What follows belongs to an exercise in optimizing a design on an open flow for small area, a short achievable clock period and few clock cycles per item; a production flow would make more cautious choices.
Only simulation tests tie the RTL to the original design; equivalence was not proved.

== build 82 ==
Design rot_perm_cbc, start of the top module:
module rot_perm_cbc (
    input  wire        clk,
    input  wire        rst_n,
    input  wire        sel,
    input  wire        we,
    input  wire [5:0]  addr,
    input  wire [31:0] wdata,
    output reg  [31:0] rdata,
    output wire        irq
);
    localparam [3:0] OP_NOP        = 4'd0;
    localparam [3:0] OP_START_ENC  = 4'd1;
    localparam [3:0] OP_START_DEC  = 4'd2;
    localparam [3:0] OP_ENC_BLOCK  = 4'd3;
    localparam [3:0] OP_ENC_FINAL  = 4'd4;
    localparam [3:0] OP_DEC_BLOCK  = 4'd5;
    localparam [3:0] OP_DEC_FINAL  = 4'd6;
    localparam [3:0] OP_RAW_ENC    = 4'd7;
    localparam [3:0] OP_RAW_DEC    = 4'd8;
    localparam [3:0] OP_LOAD_CHAIN = 4'd9;
    localparam [3:0] OP_ABORT      = 4'd10;
    localparam [3:0] E_ILLEGAL   = 4'd1;
    localparam [3:0] E_BUSY      = 4'd2;
    localparam [3:0] E_SEQ       = 4'd3;
    localparam [3:0] E_LOCKED    = 4'd4;
    localparam [3:0] E_LEN       = 4'd5;
    localparam [3:0] E_PAD_RANGE = 4'd6;
  ...
For scale: ~4500 cells after synthesis, about 75 I/O pins, roughly 46000 um^2 of cells after synthesis.
==> flow/config.mk <==
export PLATFORM = sky130hd
export DESIGN_NAME = rot_perm_cbc
export DESIGN_NICKNAME = rot_perm_cbc
export VERILOG_FILES = /design/flow/design.v
export SDC_FILE = /design/flow/constraint.sdc
export NUM_CORES = 8
export LEC_CHECK = 0
export ABC_AREA = 1
export CAP_MARGIN = 20
export CORE_MARGIN = 2
export CORE_UTILIZATION = 60
export CTS_BUF_LIST = sky130_fd_sc_hd__clkbuf_8
export CTS_CLUSTER_DIAMETER = 50
export CTS_CLUSTER_SIZE = 12
export SLEW_MARGIN = 20
==> flow/constraint.sdc <==
create_clock -name core_clock -period 55.0 [get_ports {clk}]
set_input_delay 11.0000 -clock core_clock [delete_from_list [all_inputs] [get_ports {clk}]]
set_output_delay 11.0000 -clock core_clock [all_outputs]
set_load 0.01 [all_outputs]
standard.sh (not shown) runs the stock make flow with config.mk's settings and CLKGATE_MAP_FILE= SYNTH_SCRIPT=/design/flow/synth_recipe.tcl, a recipe that flattens the netlist after the stock synthesis.
==> flow/flow/run.sh <==
#!/bin/bash
# Own layout flow: the standard flow (standard.sh), with these changes:
#  - between synthesis and floorplan, the combinational cells of the standard
#    synthesis netlist, all but its full adders, are re-mapped by ABC with
#    area-oriented scripts (several are tried; the smallest result is kept);
#    every sequential cell keeps the instance name and cell type the standard
#    synthesis gave it;
#  - the ports are buffered with sky130_fd_sc_hd__buf_2;
#  - the resizer's setup repair aims for 30.7 ns of setup slack (same clock
#    and constraints; it only repairs harder).
# Each tool's full output goes to a log file of its own in this folder.
set -euo pipefail
W=$(pwd)
P=${FLOW_PLATFORM}
R=$W/orfs/results/$P/rot_perm_cbc/base
LIB=$FLOW_HOME/platforms/$P/lib/sky130_fd_sc_hd__tt_025C_1v80.lib
YOSYS=$(command -v yosys || echo "$FLOW_HOME/../tools/install/yosys/bin/yosys")

# 1. the standard synthesis
bash standard.sh synth > "$W/log_1_synth.txt" 2>&1
cp "$R/1_2_yosys.v" "$W/standard_1_2_yosys.v"

# 2. re-map the combinational logic (sequential cells and full adders stay
#    black boxes)
SEQ=$(awk '/^[ \t]*cell[ \t]*\(/ {n=$0; gsub(/.*\(["]?|["]?\).*/,"",n)}
           /^[ \t]*(ff|latch|ff_bank|latch_bank|statetable)[ \t]*\(/ {print n}' "$LIB" | sort -u | tr '\n' ' ')
SEQ="$SEQ sky130_fd_sc_hd__fa_1 sky130_fd_sc_hd__fa_2 sky130_fd_sc_hd__fa_4"
DU=""
for c in $(sed -n '/DONT_USE_CELLS += /,/^#/p' "$FLOW_HOME/platforms/$P/config.mk" | grep -o "sky130_fd_sc_hd__[a-z0-9_]*"); do
    DU="$DU -dont_use $c"
done
best=""; best_area=""
for s in area_a area_b area_c area_d area_e area_f area_g area_h; do
    cp "$W/standard_1_2_yosys.v" "$W/remap_$s.v"
    NETLIST="$W/remap_$s.v" TOP="$FLOW_TOP" LIB="$LIB" SEQCELLS="$SEQ" DONTUSE="$DU" \
        ABCSCRIPT="$W/flow/$s.abc" "$YOSYS" -c "$W/flow/remap.tcl" > "$W/log_2_remap_$s.txt" 2>&1 || continue
    a=$(awk '/Chip area/ {print $NF}' "$W/remap_$s.v.stat")
    echo "remap $s: $a" >> "$W/log_2_remap_choice.txt"
    if [[ -z "$best" ]] || awk -v a="$a" -v b="$best_area" 'BEGIN {exit !(a < b)}'; then
        best=$s; best_area=$a
    fi
done
echo "kept $best ($best_area)" >> "$W/log_2_remap_choice.txt"
cp "$W/remap_$best.v" "$R/1_2_yosys.v"
for f in "$W"/remap_area_*.v; do [[ "$f" == "$W/remap_$best.v" ]] || rm -f "$f"; done
rm -f "$R/1_synth.odb" "$R/1_synth.sdc"

# 3. the rest of the standard flow, from the re-mapped netlist
bash standard.sh "BUFFER_PORTS_ARGS=-buffer_cell sky130_fd_sc_hd__buf_2" SETUP_SLACK_MARGIN=30.7 \
    finish > "$W/log_3_layout.txt" 2>&1
Other scripts of this flow, unchanged in this note and not shown: flow/flow/area_a.abc, flow/flow/area_b.abc, flow/flow/area_c.abc, flow/flow/area_d.abc, flow/flow/area_e.abc, flow/flow/area_f.abc, flow/flow/area_g.abc, flow/flow/area_h.abc, flow/flow/remap.tcl
Testbench counts of build 82, summed over its fixed seeds: cycles 19,358, blocks 1,358.
--- input diff build 82..build 53 ---
-- flow/config.mk --
<<< build 82, line 12
export CTS_BUF_LIST = sky130_fd_sc_hd__clkbuf_8
export CTS_CLUSTER_DIAMETER = 50
export CTS_CLUSTER_SIZE = 12
>>> build 53, line 12
export CTS_BUF_LIST = sky130_fd_sc_hd__clkbuf_8 sky130_fd_sc_hd__clkbuf_16
export CTS_CLUSTER_DIAMETER = 60
export CTS_CLUSTER_SIZE = 14
==> comparison <==
- Summary of build 53 over build 82: via density per instance roughly the same; global-route usage lower; proportion of layout cells with a drive suffix above 1 lower.
- | length of routed met3 wiring | build 53 vs build 82 | 1000 um higher |
- On build 53: number of filler cells placed in the layout is about 0.9% lower than what build 82 gave.
- [compare] base=build 82 new=build 53: minimum setup slack among reg-to-reg paths dropped 0.04 ns, worst-margin pin slew climbed 0.048 ns.
- | routing usage on met2 | build 53 vs build 82 | 0.60 points higher |
For build 76, these inputs were changed with respect to build 53:
-- flow/config.mk --
<<< build 53, line 12
export CTS_BUF_LIST = sky130_fd_sc_hd__clkbuf_8 sky130_fd_sc_hd__clkbuf_16
>>> build 76, line 12
export CTS_BUF_LIST = sky130_fd_sc_hd__clkbuf_8
Build 76: all stages complete, timing, DRC and antenna checks passed. Of build 76 and build 53, it is build 76 that has the lower total non-filler cell area in the finished layout. Between build 53 and build 76, the difference in overall routing resource usage is negligible.
Edits applied to the flow inputs when going from build 76 to build 44:
-- flow/config.mk --
<<< build 76, line 12
export CTS_BUF_LIST = sky130_fd_sc_hd__clkbuf_8
export CTS_CLUSTER_DIAMETER = 60
export CTS_CLUSTER_SIZE = 14
>>> build 44, line 12
export CTS_CLUSTER_DIAMETER = 80
export CTS_CLUSTER_SIZE = 20
## What came out
- Build 44: PASS, flow complete, no timing, DRC or antenna violations
- Taking build 76 as the reference, in build 44 final wirelength neither gained nor lost much; achievable clock frequency stayed essentially flat; design area higher; number of antenna repair diodes moved down.
- Compared with build 76, in build 44 worst path setup slack after routing down 0.028 ns; normalized max-slew margin went up by 3.4 points; critical path depth ~0 delta.

## what the ideal ports hide
How much do the figures lean on ideal ports? The routed layouts below were timed once more, with nothing changed but the port constraints. Step 1 (the two cells are an assumption about what drives the block):
set clk [get_ports {clk}]
set_driving_cell -lib_cell sky130_fd_sc_hd__clkbuf_16 $clk
set_driving_cell -lib_cell sky130_fd_sc_hd__buf_2 [delete_from_list [all_inputs] $clk]
Step 2 adds t to the input delays and takes it off the output delays; t is the mean of the earliest and latest rising clock arrival at the registers after step 1. Input paths then give back, and output paths get back, about the clock's delay inside the block. Three values: ideal ports, drivers, drivers and shift; two values: the first two.
run	shift t [ns]	setup WS [ns]	hold slack, ns	clock arrival spread, ns	worst register clock-pin slew, ns
build 82	0.825	30.588 / 30.565 / 30.266	0.495 / 0.495 / 0.495	0.046 / 0.046	0.10 / 0.10
build 53	0.752	30.549 / 30.527 / 30.424	0.493 / 0.493 / 0.493	0.041 / 0.040	0.08 / 0.08
build 76	0.832	30.607 / 30.585 / 30.420	0.500 / 0.500 / 0.500	0.051 / 0.052	0.12 / 0.12
build 44	0.711	30.579 / 30.557 / 30.555	0.496 / 0.496 / 0.496	0.036 / 0.036	0.10 / 0.10
After both steps setup and hold are still met in every run listed. The setup slack of build 82, which loses most, moves by -0.023 ns with the drivers and by -0.322 ns with both steps.
